What follows belongs to an exercise in optimizing a design on an open flow for a short achievable clock period; a production flow would make more cautious choices. At most, simulation tests tie the RTL to the original design; equivalence was not proved. The clock input has no modelled driver; a real chip could not lean on it and would need a root buffer or a full tree. Power is estimated from default activity; no workload was simulated.

south:
==> flow/design.v (excerpt) <==
module ts0710_codec (
    input  wire        clk,
    input  wire        rst,           
    input  wire        compat,        
    input  wire        stat_clr,      
    input  wire        rx_valid,
    input  wire [7:0]  rx_data,
    input  wire        rx_flush,      
    output wire        rx_code_valid,
    output wire [3:0]  rx_code,
    output wire [7:0]  frm_addr,
    output wire [7:0]  frm_ctrl,
    output wire [15:0] frm_len,
    output wire [7:0]  frm_fcs,
    output wire        pay_valid,
    output wire [7:0]  pay_data,
    output wire        in_frame,
    output wire [15:0] acc_len,
    input  wire        tx_start,
    input  wire [7:0]  tx_addr,
    input  wire [7:0]  tx_ctrl,
    input  wire [15:0] tx_len,
    output wire        tx_ready,
    input  wire        tx_pl_valid,
    input  wire [7:0]  tx_pl_data,
    output wire        tx_pl_ready,
    output wire        tx_valid,
    output wire [7:0]  tx_data,
    output reg  [31:0] cnt_ok,
    output reg  [31:0] cnt_framing,
    output reg  [31:0] cnt_checksum,
    output reg  [31:0] cnt_overflow,
    output reg  [3:0]  err_flags      
);
clock: 5.5 ns
lec_check: 0
abc_clock_period_in_ps: 1000
cap_margin: 20
core_margin: 2
core_utilization: 50
setup_slack_margin: 3.6
slew_margin: 20
synth_hierarchical: 1
synth_minimum_keep_size: 0
tns_end_percent: 100
standard.sh (not shown) runs the stock make flow with config.mk's settings and CLKGATE_MAP_FILE= SYNTH_SCRIPT=/design/flow/synth_recipe.tcl, a recipe that flattens the netlist after the stock synthesis.
==> flow/flow/run.sh <==
#!/bin/bash
# Layout flow: the standard ORFS flow, with the clock tree built by
# flow/cts_tree.tcl (a balanced two-stage buffer tree) in place of TritonCTS.
set -euo pipefail
here=$(pwd)
export PRE_CTS_TCL="$here/flow/cts_tree.tcl"
bash standard.sh > "$here/standard_flow.log" 2>&1
Other scripts of this flow, unchanged in this note and not shown: flow/flow/cts_tree.tcl
--- input diff south..north ---
diff --git a/flow/design.v b/flow/design.v
--- a/flow/design.v
+++ b/flow/design.v
@@ -51,12 +51,14 @@
     reg         nf;          
     reg  [15:0] nacc;        
     reg  [15:1] accp1_hi;    
     reg         accp1_lo;    
     wire [15:0] accp1 = {accp1_hi, accp1_lo};
     reg  [2:0]  af;          
+    reg         az1, az2;    
+    reg         acap;        
     reg         at_cap;      
     reg         is1;         
     reg         ph1;         
     reg         ph2;         
     reg         ph3;         
     reg         ph4;         
@@ -123,21 +125,26 @@
         end
     endgenerate
     wire [2:0]  a_e = {accp1[11:8] == 4'hE, accp1[7:4] == 4'hE, accp1[3:0] == 4'hE};
     wire [3:0]  r_1 = {rem[14:12] == 3'd1, rem[11:8] == 4'd1, rem[7:4] == 4'd1, rem[3:0] == 4'd1};
     wire [14:0] rem_ld3   = {8'd0, rx_data[7:1]};
     wire [14:0] rem_ld4   = {rx_data, len0_r[7:1]};
-    wire        accp1_cap = (accp1 == ACC_CAP);
+    wire        accp1_cap = acap;
     wire [15:0] accm5;
-    assign accm5[0] = accp1[0];
-    assign accm5[1] = ~accp1[1];
-    assign accm5[2] = accp1[2] ^ accp1[1];
-    assign accm5[3] = ~(accp1[3] ^ (accp1[1] & accp1[2]));
+    wire [3:1]  mbw;         
+    assign accm5[3:0] = accp1[3:0] - 4'd6;
+    assign mbw[1] = (accp1[3:0] < 4'd6);
+    assign mbw[2] = mbw[1] & az1;
+    assign mbw[3] = mbw[2] & az2;
     generate
         for (gi = 4; gi < 16; gi = gi + 1) begin : g_m6
-            assign accm5[gi] = ~(accp1[gi] ^ ((|accp1[gi-1:3]) | (accp1[1] & accp1[2])));
+            if (gi % 4 == 0) begin : g0
+                assign accm5[gi] = accp1[gi] ^ mbw[gi/4];
+            end else begin : gn
+                assign accm5[gi] = accp1[gi] ^ (mbw[gi/4] & ~(|accp1[gi-1:gi-gi%4]));
+            end
         end
     endgenerate
     wire        idle    = ~live | flush;
     wire        ovf     = at_cap & ~nf & ~flush;
     wire        cmpl_c   = live & ge;                   
     wire        ev_gate  = ~rst & rx_valid & ~flush;    
@@ -229,12 +236,20 @@
     always @(posedge clk) begin
         pay_data <= quirk_len ? prev2 : rx_data;
         frm_len  <= (compat & quirk_len) ? accm5 : {1'b0, len_r};
         if (rx_valid) begin
             accp1_hi <= idle ? 15'd1 : accp2[15:1];
             af       <= {3{~idle & ~is1}} & ((acy[2:0] & a_e) | (~acy[2:0] & af));
+            acap     <= ~idle & ~is1 & (accp1 == ACC_CAP - 16'd1);
+            if (idle | is1) begin
+                az1 <= 1'b1;
+                az2 <= 1'b1;
+            end else begin
+                if (acy[1]) az1 <= af[1];
+                if (acy[2]) az2 <= af[2];
+            end
             at_cap      <= ~idle & accp1_cap;
         end
         if (ph1) addr_r <= rx_data;
         if (ph2) begin
             ctrl_r   <= rx_data;
             ctrl_uih <= ((rx_data & 8'hEF) == 8'hEF);
Notes after the runs:
Relative to south, final period demand of the worst path decreased by 49 ps in north.
Maximum fanout along the worst path for north: 2 down relative to south
The lower required time of the critical path of north and south is in north.
The final reports for north and south show via count lower in the former.
Taking south as the reference, in north total power flat; wire length down 450 um; final cycle utilization of the critical path down 0.90 points.
Summary: with south as the reference, wire length of the first global-routing pass in north moved down slightly.
Relative to south, area after synthesis has increased by about 0.43% in north.
Re fmax: north and south aren't equal, and the lower value belongs to south.
No run of this note takes its clock network from TritonCTS; it comes from the design's own scripts or RTL.

* * *

main:
ts0710_codec, a different RTL version from the one above (not shown whole).
Size in the first run: about 2,300 cells after synthesis, about 590 flip-flops, roughly 270 I/O pins, ~24,000 µm² of cells after synthesis.
==> flow/config.mk <==
export PLATFORM = sky130hd
export DESIGN_NAME = ts0710_codec
export DESIGN_NICKNAME = ts0710_codec
export VERILOG_FILES = /design/flow/design.v
export SDC_FILE = /design/flow/constraint.sdc
export NUM_CORES = 4
export LEC_CHECK = 0
export ABC_CLOCK_PERIOD_IN_PS = 1000
export CAP_MARGIN = 20
export CORE_MARGIN = 2
export CORE_UTILIZATION = 40
export SETUP_SLACK_MARGIN = 3.6
export SLEW_MARGIN = 20
export SYNTH_HIERARCHICAL = 1
export SYNTH_MINIMUM_KEEP_SIZE = 0
export TNS_END_PERCENT = 100
==> flow/constraint.sdc <==
create_clock -name core_clock -period 5.5 [get_ports {clk}]
set_input_delay 1.1000 -clock core_clock [delete_from_list [all_inputs] [get_ports {clk}]]
set_output_delay 1.1000 -clock core_clock [all_outputs]
set_load 0.01 [all_outputs]
Scripts as last shown in full above: flow/flow/run.sh
Other scripts of this flow, unchanged in this note and not shown: flow/flow/cts_tree.tcl
Setup changes, main to the feature branch
--- a/flow/design.v
+++ b/flow/design.v
@@ -41,23 +41,22 @@
     localparam [7:0] FLAG = 8'hF9;
     localparam [3:0] C_DROPPED      = 4'd0,
                      C_STARTED      = 4'd1,
                      C_APPENDED     = 4'd2,
                      C_COLLAPSED    = 4'd3,
                      C_FRAME_OK     = 4'd4,
                      C_FRAME_BAD    = 4'd5,
                      C_FRAME_CSUM   = 4'd6,
                      C_OVF_DROPPED  = 4'd7,
                      C_OVF_RESTART  = 4'd8;
     reg         nf;          
-    reg  [15:0] nacc;        
     reg  [15:1] accp1_hi;    
     reg         accp1_lo;    
     wire [15:0] accp1 = {accp1_hi, accp1_lo};
     reg  [2:0]  af;          
     reg         at_cap;      
     reg         is1;         
     reg         ph1;         
     reg         ph2;         
     reg         ph3;         
     reg         ph4;         
     reg         post;        
@@ -164,23 +163,23 @@
     wire [NXW-1:0] nx_f1, nx_f0, nx;
     genvar fl;
     generate
         for (fl = 0; fl < 2; fl = fl + 1) begin : g_nx
             wire        f     = (fl == 1);
             wire        start = rx_valid & idle & f;
             wire [6:0]  nfl   = {idle ? (ovf ? C_OVF_DROPPED : C_DROPPED) : C_APPENDED, 3'b000};
             wire        in_n  = ~rst & (rx_valid ? (idle ? f : ~(f & ge)) : (~flush & ~nf));
             wire [15:0] al_n  = rst ? 16'd0 :
                                 rx_valid ? (idle ? {15'd0, f} :
                                             ((f & kill) ? {15'd0, is1} : accp1))
-                                         : (flush ? 16'd0 : ~nacc);
+                                         : (flush ? 16'd0 : acc_len);
             wire        a0_n  = rx_valid ? (idle ? 1'b0 : (is1 ? ~f : accp2[0])) : accp1[0];
             wire        is1_n = rx_valid ? (f & (idle | is1)) : is1;
             wire        ph1_n = start | (~rx_valid & ph1) | (rx_valid & ~idle & ph1 & f);
             wire        ph2_n = ~start & (rx_valid ? (ph1 & ~f) : ph2);
             wire        ph3_n = ~start & (rx_valid ? ph2 : ph3);
             wire        ph4_n = ~start & (rx_valid ? (ph3 & ~rx_data[0]) : ph4);
             wire        pst_n = ~start & (rx_valid ? (post | ph4 | (ph3 & rx_data[0])) : post);
             wire        ge_n  = ~start & (rx_valid ? (ge | adv) : ge);
             wire        ex_n  = ~start & (rx_valid ? (adv | (ex & ~ge)) : ex);
             wire [NXW-1:0] v  = {f ? flg : nfl,
                                  in_n, al_n, a0_n, is1_n,
@@ -190,23 +189,22 @@
             end else begin : g0
                 assign nx_f0 = v;
             end
         end
     endgenerate
     ts0710_flagsel #(.W(8)) u_fsel3 (.d(rx_data), .a(nx_f1[32:25]), .b(nx_f0[32:25]), .y(nx[32:25]));
     ts0710_flagsel #(.W(8)) u_fsel2 (.d(rx_data), .a(nx_f1[24:17]), .b(nx_f0[24:17]), .y(nx[24:17]));
     ts0710_flagsel #(.W(8)) u_fsel1 (.d(rx_data), .a(nx_f1[16:9]),  .b(nx_f0[16:9]),  .y(nx[16:9]));
     ts0710_flagsel #(.W(9)) u_fsel0 (.d(rx_data), .a(nx_f1[8:0]),   .b(nx_f0[8:0]),   .y(nx[8:0]));
     always @(posedge clk) begin
         {code, in_frame, acc_len} <= {nx[32:29], nx[25:9]};
-        nacc     <= ~nx[24:9];
         ev_ok    <= nx[28] & ev_gate;
         ev_bad   <= nx[27] & ev_gate;
         ev_csum  <= nx[26] & ev_gate;
         nf       <= ~nx[25];
         accp1_lo <= nx[8];
         {is1, ph1, ph2, ph3, ph4, post, ge, ex} <= nx[7:0];
     end
     always @(posedge clk) begin
         if (rst) begin
             code_valid <= 1'b0;
             pay_valid  <= 1'b0;
@@ -481,40 +479,36 @@
     );
     reg clr_d;
     always @(posedge clk) begin
         if (rst) clr_d <= 1'b0;
         else     clr_d <= stat_clr;
     end
     wire [31:0] ok_next, bad_next, csum_next, ovf_next;
     ts0710_counter u_cnt_ok   (.clk(clk), .rst(rst), .clr(clr_d), .ev(ev_ok),   .cnt_next(ok_next));
     ts0710_counter u_cnt_bad  (.clk(clk), .rst(rst), .clr(clr_d), .ev(ev_bad),  .cnt_next(bad_next));
     ts0710_counter u_cnt_csum (.clk(clk), .rst(rst), .clr(clr_d), .ev(ev_csum), .cnt_next(csum_next));
     ts0710_counter u_cnt_ovf  (.clk(clk), .rst(rst), .clr(clr_d), .ev(ev_ovf),  .cnt_next(ovf_next));
-    reg  [3:0] nerr;
-    wire [3:0] err_base = clr_d ? 4'd0 : ~nerr;
-    wire [3:0] err_next = err_base | {tx_len_err, ev_ovf, ev_csum, ev_bad};
+    wire [3:0] err_base = clr_d ? 4'd0 : err_flags;
     always @(posedge clk) begin
         if (rst) begin
             cnt_ok       <= 32'd0;
             cnt_framing  <= 32'd0;
             cnt_checksum <= 32'd0;
             cnt_overflow <= 32'd0;
             err_flags    <= 4'd0;
-            nerr         <= 4'hF;
         end else begin
             cnt_ok       <= ok_next;
             cnt_framing  <= bad_next;
             cnt_checksum <= csum_next;
             cnt_overflow <= ovf_next;
-            err_flags    <= err_next;
-            nerr         <= ~err_next;
+            err_flags    <= err_base | {tx_len_err, ev_ovf, ev_csum, ev_bad};
         end
     end
 endmodule
 module ts0710_counter (
     input  wire        clk,
     input  wire        rst,
     input  wire        clr,
     input  wire        ev,
     output wire [31:0] cnt_next
 );
     reg  [31:0] ncnt;       
Findings:
Sort the feature branch and main by relative contribution of sequential cells to total power asc -> top: the feature branch
Taking main as the reference, in the feature branch power went down; clock network power share decreased by 0.5 points relative to the old numbers; sequential share of layout area fell 1.1 points; number of flip-flops and latches dropped about 3.4%; peak per-stage delay on the critical path held steady.
STATUS total wire length: the feature branch wins against main
| met1 layer wirelength in the final routing | higher: the feature branch |
For main, only the layout was checked, not whether the RTL still works. In every run of this note, the design's own scripts or RTL, not TritonCTS, make the clock network.

[port drivers added, routing unchanged]
The results above use ideal ports. As a check the final layouts listed here were re-extracted and re-timed, cells and wires unchanged.
Step 1: set_driving_cell puts a clkbuf_16 on clk and a buf_2 on each other input, an assumption about the parent block.
Step 2 moves the port delays by t, midway between the first and last clock arrival at a register: inputs arrive t later, outputs are due t later. That takes back most of the time a late clock gives input paths.
Slacks: ideal / step 1 / step 2; pairs: ideal / step 1.
run | t (ns) | setup WS [ns] | worst setup path after step 2 | cell pins on the clock port's net
south | 0.504 | 3.436 / 3.371 / 3.050 | input to register | 4
north | 0.506 | 3.486 / 3.357 / 3.016 | input to register | 4
main | 0.505 | 3.513 / 3.392 / 3.005 | input to register | 4
the feature branch | 0.497 | 3.482 / 3.359 / 3.016 | input to register | 4
After both steps setup and hold are still met in every run listed. The setup slack of main, which loses most, moves by -0.121 ns with the drivers and by -0.508 ns with both steps.
